What follows belongs to an exercise in optimizing a design on an open flow for small area, a short achievable clock period and few clock cycles; a production flow would make more cautious choices. Function was checked by simulation only, so behaviour that the tests miss may differ from the original. No activity file was given, so power comes from the tool's default toggle rates.

### flow/design.v
module drcore (
    input  wire        clk,
    input  wire        rst,
    input  wire        h_req,
    input  wire        h_we,
    input  wire [3:0]  h_reg,
    input  wire [35:0] h_wdata,
    output reg         h_ack,
    output reg  [35:0] h_rdata,
    output reg         m_req,
    output wire [35:0] m_addr,
    input  wire        m_gnt,
    input  wire        m_rvalid,
    input  wire [7:0]  m_rdata,
    output reg         s_valid,
    output reg         s_kind,
    output reg  [15:0] s_x,
    output reg  [15:0] s_y,
    output reg  [31:0] s_r,
    output reg  [31:0] s_g,
    output reg  [31:0] s_b,
    output reg  [31:0] s_a
);
    localparam [31:0] ONE  = 32'h3F80_0000;
    localparam [31:0] ZERO = 32'h0000_0000;
    localparam R_CMD = 4'd0, R_STATUS = 4'd1, R_WIDTH = 4'd2, R_HEIGHT = 4'd3,
               R_BUFLEN = 4'd4, R_CUR_BYTE = 4'd5, R_CUR_BIT = 4'd6, R_STEP = 4'd7,
               R_BPP = 4'd8, R_PIX = 4'd9, R_COLOR_R = 4'd10, R_COLOR_G = 4'd11,
               R_COLOR_B = 4'd12, R_COLOR_A = 4'd13;
    localparam [2:0] S_IDLE = 3'd0, S_SCHK = 3'd1, S_DCHK = 3'd2, S_RUN = 3'd3,
                     S_PRES = 3'd4;
    reg         oob;
    reg  [15:0] width, height;
    reg  [35:0] buflen, cur_byte, step;
    reg  [2:0]  cur_bit;
    reg  [7:0]  bpp;
    reg  [31:0] pix;
    reg  [31:0] color_r, color_g, color_b, color_a;
    reg  [2:0]  state;
    reg         scanning;
    reg  [4:0]  dfmt;
    reg         copy_col;        
    reg  [31:0] macc;
    reg  [2:0]  mcnt;
    reg  [35:0] pbyte;           
    reg  [2:0]  pbit;            
    reg  [4:0]  rq_left;         
    assign m_addr = pbyte;
    reg         rv1;
    reg  [7:0]  rd1, rd0;
    reg         first_b;         
    reg         shiftm;          
    reg  [2:0]  boff;            
    reg         hp;              
    reg  [7:0]  alp;             
    reg  [1:0]  ach, abi;        
    reg         bv;
    reg  [15:0] bs;
    reg  [1:0]  bch, bbi;
    reg         blast;
    reg         firstpix;
    function [7:0] bits_of(input [4:0] f);
        case (f)
            5'd0:  bits_of = 8'd1;
            5'd1:  bits_of = 8'd2;
            5'd2:  bits_of = 8'd4;
            5'd3:  bits_of = 8'd8;
            5'd4:  bits_of = 8'd16;
            5'd5:  bits_of = 8'd16;
            5'd6:  bits_of = 8'd32;
            5'd7:  bits_of = 8'd8;
            5'd8:  bits_of = 8'd16;
            5'd9:  bits_of = 8'd16;
            5'd10: bits_of = 8'd32;
            5'd11: bits_of = 8'd24;
            5'd12: bits_of = 8'd48;
            5'd13: bits_of = 8'd32;
            5'd14: bits_of = 8'd64;
            5'd15: bits_of = 8'd128;
            default: bits_of = 8'd0;
        endcase
    endfunction
    wire [7:0] d_bits = bits_of(dfmt);
    wire       d_unk  = dfmt[4];
    reg  [1:0] d_nch1;       
    reg  [5:0] d_sw;
    always @* begin
        case (dfmt[3:0])
            4'd0:  begin d_nch1 = 2'd0; d_sw = 6'd1;  end
            4'd1:  begin d_nch1 = 2'd0; d_sw = 6'd2;  end
            4'd2:  begin d_nch1 = 2'd0; d_sw = 6'd4;  end
            4'd3:  begin d_nch1 = 2'd0; d_sw = 6'd8;  end
            4'd4:  begin d_nch1 = 2'd0; d_sw = 6'd16; end
            4'd5:  begin d_nch1 = 2'd1; d_sw = 6'd8;  end
            4'd6:  begin d_nch1 = 2'd1; d_sw = 6'd16; end
            4'd7:  begin d_nch1 = 2'd0; d_sw = 6'd8;  end
            4'd8:  begin d_nch1 = 2'd0; d_sw = 6'd16; end
            4'd9:  begin d_nch1 = 2'd1; d_sw = 6'd8;  end
            4'd10: begin d_nch1 = 2'd1; d_sw = 6'd16; end
            4'd11: begin d_nch1 = 2'd2; d_sw = 6'd8;  end
            4'd12: begin d_nch1 = 2'd2; d_sw = 6'd16; end
            4'd13: begin d_nch1 = 2'd3; d_sw = 6'd8;  end
            4'd14: begin d_nch1 = 2'd3; d_sw = 6'd16; end
            default: begin d_nch1 = 2'd3; d_sw = 6'd32; end
        endcase
        if (dfmt[4]) begin d_nch1 = 2'd0; d_sw = 6'd8; end
    end
    wire d_narrow = d_sw[0] | d_sw[1] | d_sw[2];
    wire d_grey   = ~d_unk & (dfmt[3:0] <= 4'd6);                   
    wire d_ga     = ~d_unk & ((dfmt[3:0] == 4'd5) | (dfmt[3:0] == 4'd6));  
    wire [8:0]  dec_span = {6'd0, cur_bit} + {1'b0, d_bits} + 9'd7;
    wire [4:0]  dec_nb   = dec_span[7:3];
    wire [36:0] dec_end  = {1'b0, cur_byte} + {32'd0, dec_nb};
    wire        dec_oob  = dec_end > {1'b0, buflen};
    wire [4:0]  dec_na   = d_narrow ? 5'd1 : d_bits[7:3];
    wire [33:0] n3      = {2'b0, macc} + {1'b0, macc, 1'b0};
    wire        b3      = (d_bits == 8'd24) | (d_bits == 8'd48);
    wire [33:0] nb_base = b3 ? n3 : {2'b0, macc};
    reg  [39:0] scan_pos;
    always @* begin
        case (d_bits)
            8'd1:   scan_pos = {6'd0, nb_base};
            8'd2:   scan_pos = {5'd0, nb_base, 1'b0};
            8'd4:   scan_pos = {4'd0, nb_base, 2'b0};
            8'd8, 8'd24:  scan_pos = {3'd0, nb_base, 3'b0};
            8'd16, 8'd48: scan_pos = {2'd0, nb_base, 4'b0};
            8'd32:  scan_pos = {1'd0, nb_base, 5'b0};
            8'd64:  scan_pos = {nb_base, 6'b0};
            8'd128: scan_pos = {nb_base[32:0], 7'b0};
            default: scan_pos = 40'd0;
        endcase
    end
    wire scan_oob = scan_pos > {1'b0, buflen, 3'b000};
    wire [2:0]  fstep  = d_narrow ? d_bits[2:0] : 3'd0;
    wire [3:0]  pbit_n = {1'b0, pbit} + {1'b0, fstep};
    wire        pinc   = (d_narrow & scanning) ? pbit_n[3] : 1'b1;
    wire [35:0] pbyte_n = pbyte + {35'd0, pinc};
    wire        f_last = scanning ? ({pbyte_n, pbit_n[2:0]} == {cur_byte, cur_bit})
                                  : (rq_left == 5'd1);
    wire [15:0] pair  = {rd1, rd0};
    wire [15:0] pair_sh = pair >> cur_bit;
    wire [7:0]  al    = shiftm ? pair_sh[7:0] : rd1;
    wire        alv   = rv1 & ~(shiftm & first_b);
    wire [7:0]  al_sh = al >> boff;
    reg  [15:0] a_samp;
    always @* begin
        case (d_sw)
            6'd1:    a_samp = {15'd0, al_sh[0]};
            6'd2:    a_samp = {14'd0, al_sh[1:0]};
            6'd4:    a_samp = {12'd0, al_sh[3:0]};
            6'd16:   a_samp = {al, alp};
            default: a_samp = {8'd0, al};
        endcase
    end
    wire inj    = scanning & d_unk;            
    wire a_emit = inj | (alv & ~(d_sw[4] & ~hp));
    wire a_last = d_sw[5] ? (ach == 2'd3) & (abi == 2'd3) : (ach == d_nch1);
    reg  [15:0] rep;
    always @* begin
        case (d_sw)
            6'd1:    rep = {16{bs[0]}};
            6'd2:    rep = {8{bs[1:0]}};
            6'd4:    rep = {4{bs[3:0]}};
            6'd8:    rep = {2{bs[7:0]}};
            default: rep = bs;
        endcase
    end
    reg [15:0] r0, r1, r2, r3;
    reg [3:0]  lz;
    always @* begin
        lz[3] = (rep[15:8] == 8'd0);
        r0 = lz[3] ? {rep[7:0], rep[15:8]} : rep;
        lz[2] = (r0[15:12] == 4'd0);
        r1 = lz[2] ? {r0[11:0], r0[15:12]} : r0;
        lz[1] = (r1[15:14] == 2'd0);
        r2 = lz[1] ? {r1[13:0], r1[15:14]} : r1;
        lz[0] = ~r2[15];
        r3 = lz[0] ? {r2[14:0], r2[15]} : r2;
    end
    wire [7:0]  n_exp  = 8'd126 - {4'd0, lz};
    wire [30:0] n_sum  = {n_exp, r3[14:0], r3[15:8]} + {30'd0, r3[7]};
    wire [31:0] nv     = (d_unk | (rep == 16'd0)) ? ZERO : {1'b0, n_sum};
    wire        x_wrap = firstpix | (s_x == width - 16'd1);
    wire [15:0] cx     = firstpix ? 16'd0 : (x_wrap ? 16'd0 : s_x + 16'd1);
    wire [15:0] cy     = firstpix ? 16'd0 : (x_wrap ? s_y + 16'd1 : s_y);
    wire        c_end  = (cx == width - 16'd1) & (cy == height - 16'd1);
    wire       idle_req = (state == S_IDLE) & h_req & ~h_ack;
    wire [2:0] op       = h_wdata[7:5];
    wire [4:0] cmd_fmt  = h_wdata[4:0];
    wire [36:0] adv_t   = {34'd0, cur_bit} + {1'b0, step};
    wire       running  = (state == S_RUN);
    always @(posedge clk) begin
        if (rst) begin
            state    <= S_IDLE;
            h_ack    <= 1'b0;
            h_rdata  <= 36'd0;
            m_req    <= 1'b0;
            s_valid  <= 1'b0;
            s_kind   <= 1'b0;
            s_x      <= 16'd0;
            s_y      <= 16'd0;
            s_r      <= ZERO;
            s_g      <= ZERO;
            s_b      <= ZERO;
            s_a      <= ZERO;
            oob      <= 1'b0;
            width    <= 16'd0;
            height   <= 16'd0;
            buflen   <= 36'd0;
            cur_byte <= 36'd0;
            cur_bit  <= 3'd0;
            step     <= 36'd0;
            bpp      <= 8'd0;
            pix      <= 32'd0;
            color_r  <= ZERO;
            color_g  <= ZERO;
            color_b  <= ZERO;
            color_a  <= ZERO;
            scanning <= 1'b0;
            dfmt     <= 5'd0;
            copy_col <= 1'b0;
            macc     <= 32'd0;
            mcnt     <= 3'd0;
            pbyte    <= 36'd0;
            pbit     <= 3'd0;
            rq_left  <= 5'd0;
            rv1      <= 1'b0;
            rd1      <= 8'd0;
            rd0      <= 8'd0;
            first_b  <= 1'b0;
            shiftm   <= 1'b0;
            boff     <= 3'd0;
            hp       <= 1'b0;
            alp      <= 8'd0;
            ach      <= 2'd0;
            abi      <= 2'd0;
            bv       <= 1'b0;
            bs       <= 16'd0;
            bch      <= 2'd0;
            bbi      <= 2'd0;
            blast    <= 1'b0;
            firstpix <= 1'b0;
        end else begin
            h_ack   <= 1'b0;
            s_valid <= 1'b0;
            if (copy_col) begin
                color_r  <= s_r;
                color_g  <= s_g;
                color_b  <= s_b;
                color_a  <= s_a;
                copy_col <= 1'b0;
            end
            if (mcnt != 3'd0) begin
                macc <= {{4'd0, macc[31:16]} + width * macc[3:0], macc[15:4]};
                mcnt <= mcnt - 3'd1;
            end
            case (state)
                S_IDLE: if (h_req & ~h_ack) begin
                    if (!h_we) begin
                        case (h_reg)
                            R_STATUS:   h_rdata <= {35'd0, oob};
                            R_WIDTH:    h_rdata <= {20'd0, width};
                            R_HEIGHT:   h_rdata <= {20'd0, height};
                            R_BUFLEN:   h_rdata <= buflen;
                            R_CUR_BYTE: h_rdata <= cur_byte;
                            R_CUR_BIT:  h_rdata <= {33'd0, cur_bit};
                            R_STEP:     h_rdata <= step;
                            R_BPP:      h_rdata <= {28'd0, bpp};
                            R_PIX:      h_rdata <= {4'd0, pix};
                            R_COLOR_R:  h_rdata <= {4'd0, color_r};
                            R_COLOR_G:  h_rdata <= {4'd0, color_g};
                            R_COLOR_B:  h_rdata <= {4'd0, color_b};
                            R_COLOR_A:  h_rdata <= {4'd0, color_a};
                            default:    h_rdata <= 36'd0;
                        endcase
                        h_ack <= 1'b1;
                    end else begin
                        h_ack <= 1'b1;
                        case (h_reg)
                            R_WIDTH: begin
                                width <= h_wdata[15:0];
                                macc  <= {16'd0, height};
                                mcnt  <= 3'd4;
                            end
                            R_HEIGHT: begin
                                height <= h_wdata[15:0];
                                macc   <= {16'd0, h_wdata[15:0]};
                                mcnt   <= 3'd4;
                            end
                            R_BUFLEN:   buflen   <= h_wdata;
                            R_CUR_BYTE: cur_byte <= h_wdata;
                            R_CUR_BIT:  cur_bit  <= h_wdata[2:0];
                            R_STEP:     step     <= h_wdata;
                            R_CMD: begin
                                case (op)
                                    3'b001: bpp <= bits_of(cmd_fmt);        
                                    3'b010: begin                           
                                        if (cmd_fmt[4]) begin
                                            s_r <= ZERO;
                                            s_g <= ZERO;
                                            s_b <= ZERO;
                                            s_a <= ZERO;
                                            copy_col <= 1'b1;
                                        end else begin
                                            h_ack <= 1'b0;
                                            dfmt  <= cmd_fmt;
                                            state <= S_DCHK;
                                        end
                                    end
                                    3'b011: if (cmd_fmt == 5'd0) begin      
                                        cur_bit  <= adv_t[2:0];
                                        cur_byte <= cur_byte + adv_t[36:3];
                                    end
                                    3'b100: begin                           
                                        h_ack <= 1'b0;
                                        dfmt  <= cmd_fmt;
                                        state <= S_SCHK;
                                    end
                                    default: ;
                                endcase
                            end
                            default: ;
                        endcase
                    end
                end
                S_DCHK: begin
                    if (dec_oob) begin
                        oob   <= 1'b1;
                        h_ack <= 1'b1;
                        state <= S_IDLE;
                    end else begin
                        scanning <= 1'b0;
                        pbyte    <= cur_byte;
                        pbit     <= 3'd0;
                        rq_left  <= dec_nb;
                        m_req    <= 1'b1;
                        shiftm   <= (dec_nb != dec_na);
                        boff     <= (dec_nb != dec_na) ? 3'd0 : cur_bit;
                        state    <= S_RUN;
                    end
                end
                S_SCHK: if (mcnt == 3'd0) begin
                    if (scan_oob) begin
                        oob   <= 1'b1;
                        h_ack <= 1'b1;
                        state <= S_IDLE;
                    end else begin
                        pix      <= macc;
                        cur_byte <= scan_pos[38:3];
                        cur_bit  <= scan_pos[2:0];
                        scanning <= 1'b1;
                        pbyte    <= 36'd0;
                        pbit     <= 3'd0;
                        shiftm   <= 1'b0;
                        boff     <= 3'd0;
                        firstpix <= 1'b1;
                        m_req    <= ~d_unk & (macc != 32'd0);
                        state    <= (macc == 32'd0) ? S_PRES : S_RUN;
                    end
                end
                S_PRES: begin
                    s_valid  <= 1'b1;
                    s_kind   <= 1'b1;
                    s_x      <= 16'd0;
                    s_y      <= 16'd0;
                    s_r      <= ZERO;
                    s_g      <= ZERO;
                    s_b      <= ZERO;
                    s_a      <= ZERO;
                    scanning <= 1'b0;
                    h_ack    <= 1'b1;
                    state    <= S_IDLE;
                end
                default: ;
            endcase
            if (running & m_req & m_gnt) begin
                pbyte   <= pbyte_n;
                pbit    <= pbit_n[2:0];
                rq_left <= rq_left - 5'd1;
                m_req   <= ~f_last;
            end
            rv1 <= running & m_rvalid;
            rd1 <= m_rdata;
            if (state != S_RUN) begin
                first_b <= 1'b1;
                hp      <= 1'b0;
                ach     <= 2'd0;
                abi     <= 2'd0;
                bv      <= 1'b0;
            end else begin
                if (rv1) begin
                    rd0     <= rd1;
                    first_b <= 1'b0;
                end
                if (alv) begin
                    boff <= boff + d_sw[2:0];
                    hp   <= ~hp;
                    if (!hp) alp <= al;
                end
                bv <= a_emit;
                if (a_emit) begin
                    bs    <= inj ? 16'd0 : a_samp;
                    bch   <= ach;
                    bbi   <= abi;
                    blast <= a_last;
                    if (d_sw[5]) begin
                        abi <= abi + 2'd1;
                        if (abi == 2'd3) ach <= ach + 2'd1;
                    end else begin
                        ach <= (ach == d_nch1) ? 2'd0 : ach + 2'd1;
                    end
                end
            end
            if (running & bv) begin
                if (d_sw[5]) begin
                    case (bch)
                        2'd0: s_r[bbi*8 +: 8] <= bs[7:0];
                        2'd1: s_g[bbi*8 +: 8] <= bs[7:0];
                        2'd2: s_b[bbi*8 +: 8] <= bs[7:0];
                        default: s_a[bbi*8 +: 8] <= bs[7:0];
                    endcase
                end else begin
                    case (bch)
                        2'd0: begin
                            s_r <= nv;
                            s_g <= d_grey | d_unk ? nv : ZERO;
                            s_b <= d_grey | d_unk ? nv : ZERO;
                            s_a <= d_unk ? ZERO : ONE;
                        end
                        2'd1: if (d_ga) s_a <= nv; else s_g <= nv;
                        2'd2: s_b <= nv;
                        default: s_a <= nv;
                    endcase
                end
                if (blast) begin
                    if (scanning) begin
                        s_valid  <= 1'b1;
                        s_kind   <= 1'b0;
                        s_x      <= cx;
                        s_y      <= cy;
                        firstpix <= 1'b0;
                        if (c_end) state <= S_PRES;
                    end else begin
                        copy_col <= 1'b1;
                        h_ack    <= 1'b1;
                        state    <= S_IDLE;
                    end
                end
            end
        end
    end
endmodule
### flow/run.sh
#!/bin/bash
# synth_recipe.tcl (not shown) runs the flow's synth.tcl, then flattens the netlist and writes it again
# the make line also repeats each setting of config.mk as NAME=value (left out here)
make -C /OpenROAD-flow-scripts/flow DESIGN_CONFIG=/design/flow/config.mk WORK_HOME=/design/flow/orfs CLKGATE_MAP_FILE= SYNTH_SCRIPT=/design/flow/synth_recipe.tcl finish
### flow/constraint.sdc
create_clock -name core_clock -period 16.0 [get_ports {clk}]
set_input_delay 3.2000 -clock core_clock [delete_from_list [all_inputs] [get_ports {clk}]]
set_output_delay 3.2000 -clock core_clock [all_outputs]
set_load 0.01 [all_outputs]
### flow/config.mk
export PLATFORM = sky130hd
export DESIGN_NAME = drcore
export DESIGN_NICKNAME = drcore
export VERILOG_FILES = /design/flow/design.v
export SDC_FILE = /design/flow/constraint.sdc
export NUM_CORES = 4
export LEC_CHECK = 0
export CAP_MARGIN = 20
export CORE_MARGIN = 2
export CORE_UTILIZATION = 40
export SLEW_MARGIN = 20
==> impl_metrics.ini <==
[clock_tree]
hold_buffers = 0
clock_latency_ns = 0.71
clkTransAtPathRegs_ns = 0.06
cts_buffer_depth = 3
cts_resized = 0
cts_setup_buffers = 0
clock_tree_from_tritoncts = done
cts_buffers = 84
ctsRootBufferMaster = clkbuf_16
cts_max_level = 3
clock_sink_count = 671

[sta]
timing.final.ws_setup_ns = 6.63
final-setup-viol-count = 0
rsz0062_at_grt = no
timing.final.max_slew_violations = 0
fin_worst_skew_ns = 0.0365
max-slew-margin-rel_pct = 18.2
finalWorstPathRequiredPeriod_ns = 9.37
layout_worst_path_cycle_share_pct = 58.6
fmaxAchievable_mhz = 107
tightestPinTransition_ns = 1.22
finalHoldViolCount = 0
totalNegativeSetupSlack_ns = 0

[grt]
global_route.usage.total_pct = 35.2
total_gr_overflow = 0
antenna_found_initial = 11
grt_pass1_vias = 46751
grt_start_max_net_pins = 151
grt_first_pass_wirelength_mm = 323

[synthesis]
yosys_warnings = 1
synth.distinct_cells = 101
synth-adder-area-share_pct = 7.87
ys_async_sr_fraction_pct = 0
netlist.area_leader.share_pct = 28.1
synth_top_flop_cell = dfxtp_1
synth_compound_area_share_pct = 26.8
synth_sequential_area_ratio_pct = 28.1
synth.area.top_cells = dfxtp_1 28%, a21oi_1 6.2%, nand2_1 5.8%
synth_simple_gate_area_share_pct = 20.4
synth.top_cells.by_count = 741 x nand2_1, 686 x nor2_1, 671 x dfxtp_1
synth_enable_flop_cells = 0
synth_xor_xnor_area_share_pct = 6.21
post-synth-top-count-cell = nand2_1
synth_top_area_cell = dfxtp_1
postSynthRegisterBits = 671
synth_cells = 6262
synth.mux.area_fraction_pct = 5.04
syn_nets = 6587
synth_area_per_cell_sq_um = 7.63
syn-cell-area_sq_um = 47800
synth_top_family_by_area = compound AO/OA/AOI/OAI gates

[cells_and_area]
layout.core_utilization_pct = 46.4
nets = 6600
post_layout_nonfiller_instances = 7882
synthToLayoutAreaGrowth_pct = 14.8
drive_above_1_share_pct = 5.82

[routing]
drt_first_iter_violations = 6714
post_drt_via_cell_ratio = 6.52
postRouteWirelength_mm = 224
via_count = 51399
detail_route.drc_violations = 0
antenna_nets_post_route = 0
routedWlPerCell_um = 28.4
first_pass_iters = 6

[critical_path]
reg2reg_setup_slack_ns = 6.63
timing.critical_path.to_type = flop
standard_cell_with_the_maximum_stage_delay_on_the_critical_path = a211o_1
r2r_depth = 33
slowest_delay_ns = 0.83
crit_type = flop to flop
critical_path_arrival_ns = 9.96
regToRegStartpoint = dfmt[4]
critical_path_peak_fanout = 26
crit_top_cell = a21o_1
required_ns = 16.59
setup.worst_path.start_class = flop
r2r_end = pbyte[22]

[status]
status = timing/DRC/antenna clean

[hold_path]
hold_start = rd0[1]
worst_hold_path.endpoint = rd0[1]
worstHoldPathCells = 2
hold_path_class = flop to flop

[placed_design]
routabilityCongestion = 0.981
place_ws_ns = 6.85
placedCellCount = 7724
place_hpwl_mm = 165
placement.io_buffers = 289

[floorplan]
std_cell_rows = 126
num_io_pins = 290
initial_utilization_pct = 40.4
coreArea_sq_um = 118000
fp.dieW_um = 350
fp.dieArea_sq_um = 122000
height_of_the_die_um = 350

[power]
leakage_nw = 20.1
power.density_cell_area_nw_per_um2 = 74.4
post-layout-total-power_mw = 4.08
ir_drop_uv = 80.2

[job]
max_cap_viol_count = 0
-- flip-flops by register name (all words and copies together) (netlist names), 32 cells and up, named ones only --
name and cells:
s_a 32, h_rdata 36, buflen 36, macc 32, s_r 32, color_b 32, pbyte 36, color_r 32
step 36, pix 32, s_b 32, cur_byte 36, color_a 32, color_g 32, s_g 32
-- cell usage in the layout (no fill, tap or decap), types with 84 or more instances in the layout --
cell type / count
nand2_1: 736
nor2_1: 677
dfxtp_1: 670
a21oi_1: 590
clkdlybuf4s50_1: 287
o21ai_0: 256
ha_1: 222
inv_1: 212
mux2i_1: 211
xnor2_1: 200
a22oi_1: 132
nor3_1: 129
nand3_1: 126
buf_4: 120
a31oi_1: 119
xor2_1: 113
a221oi_1: 107
a21o_1: 95
clkbuf_16: 86
a211oi_1: 84
-- worst max path at each step --
stage	from	to	slack, ns	cells past startpoint
after floorplan	cur_bit[1]	pbit[0]	8.47	36
after global placement	dfmt[4]	pbyte[20]	6.99	33
after detailed placement	dfmt[4]	pbyte[12]	6.85	33
after CTS	dfmt[4]	pbyte[22]	6.81	33
after global routing	dfmt[4]	pbyte[24]	5.94	33
final	dfmt[4]	pbyte[22]	6.63	33
-- power by group --
part	internal, mW	switching [mW]	total, mW	leakage (nW)
clock	1.22	0.851	2.07	1.43
combinational	0.0935	0.223	0.316	13.3
sequential	1.68	0.0196	1.70	5.41
-- per-stage QoR --
stage | hold WS (ns) | cell area [sq um]
2_1_floorplan | 0.432 | 47800
3_3_place_gp | 0.442 | 51900
3_5_place_dp | 0.455 | 51900
4_1_cts | 0.462 | 54800
5_1_grt | 0.483 | 54800
6_report | 0.464 | 54800
-- routing by layer --
layer	vias to the layer above	track usage, %	share of wire (%)
met1	24667	47.5	41
met4	8	20.4	6.6
met3	667	7.74	11
li1	22819	-	-
met2	3238	51.3	41
met5	-	0	0.040
-- cells by family (layout without fill, tap and decap cells) --
logic type / count (synthesis) / in the layout
simple gates: 2152 / 2152
mux: 229 / 229
fa+ha+maj: 271 / 271
other cells: 0 / 5
buf+inv: 698 / 777
flops: 671 / 671
xor+xnor: 323 / 323
compound gates: 1918 / 1918
-- layout make-up --
| class | instances | area [sq um] |
|---|---|---|
| antenna | 5 | 12.5 |
| clock buffer | 121 | 2450 |
| clock inverter | 31 | 469 |
| fill | 11784 | 63400 |
| inverter | 214 | 803 |
| multi-input combinational | 4893 | 31900 |
| sequential | 671 | 13400 |
| tap | 1536 | 1920 |
| timing repair buffer | 411 | 3830 |
-- worst max-delay path: cells and delay by family (launching register included) --
family / cells / cell delay [ns]
AO/OA/AOI/OAI: 16 / 3.81
AND/OR/NAND/NOR: 7 / 2.60
adder cells (fa/ha/maj): 4 / 1.11
buffers and inverters: 4 / 1.04
XOR/XNOR: 2 / 0.34
flip-flops: 1 / 0.31
Testbench counts, summed over its fixed seeds: cycles 34,136.

port drivers added, routing unchanged:
Ports are ideal in the flow. The routed layout listed here was re-timed in OpenROAD. Step 1, drivers: a clkbuf_16 drives clk and a buf_2 each remaining input, both assumed. Step 2 also shifts input and output timing later by t, the mid clock arrival at the registers, as if the neighbouring blocks saw the same clock. a / b / c = no drivers / after step 1 / after step 2; a / b = the first two.
t, ns: 0.776
slack for setup (ns): 6.628 / 6.628 / 6.628
clock arrival spread, ns: 0.037 / 0.037
After both steps this run still meets setup and hold. For this run, drivers alone change the setup slack by 0.000 ns; drivers and shift together by 0.000 ns.
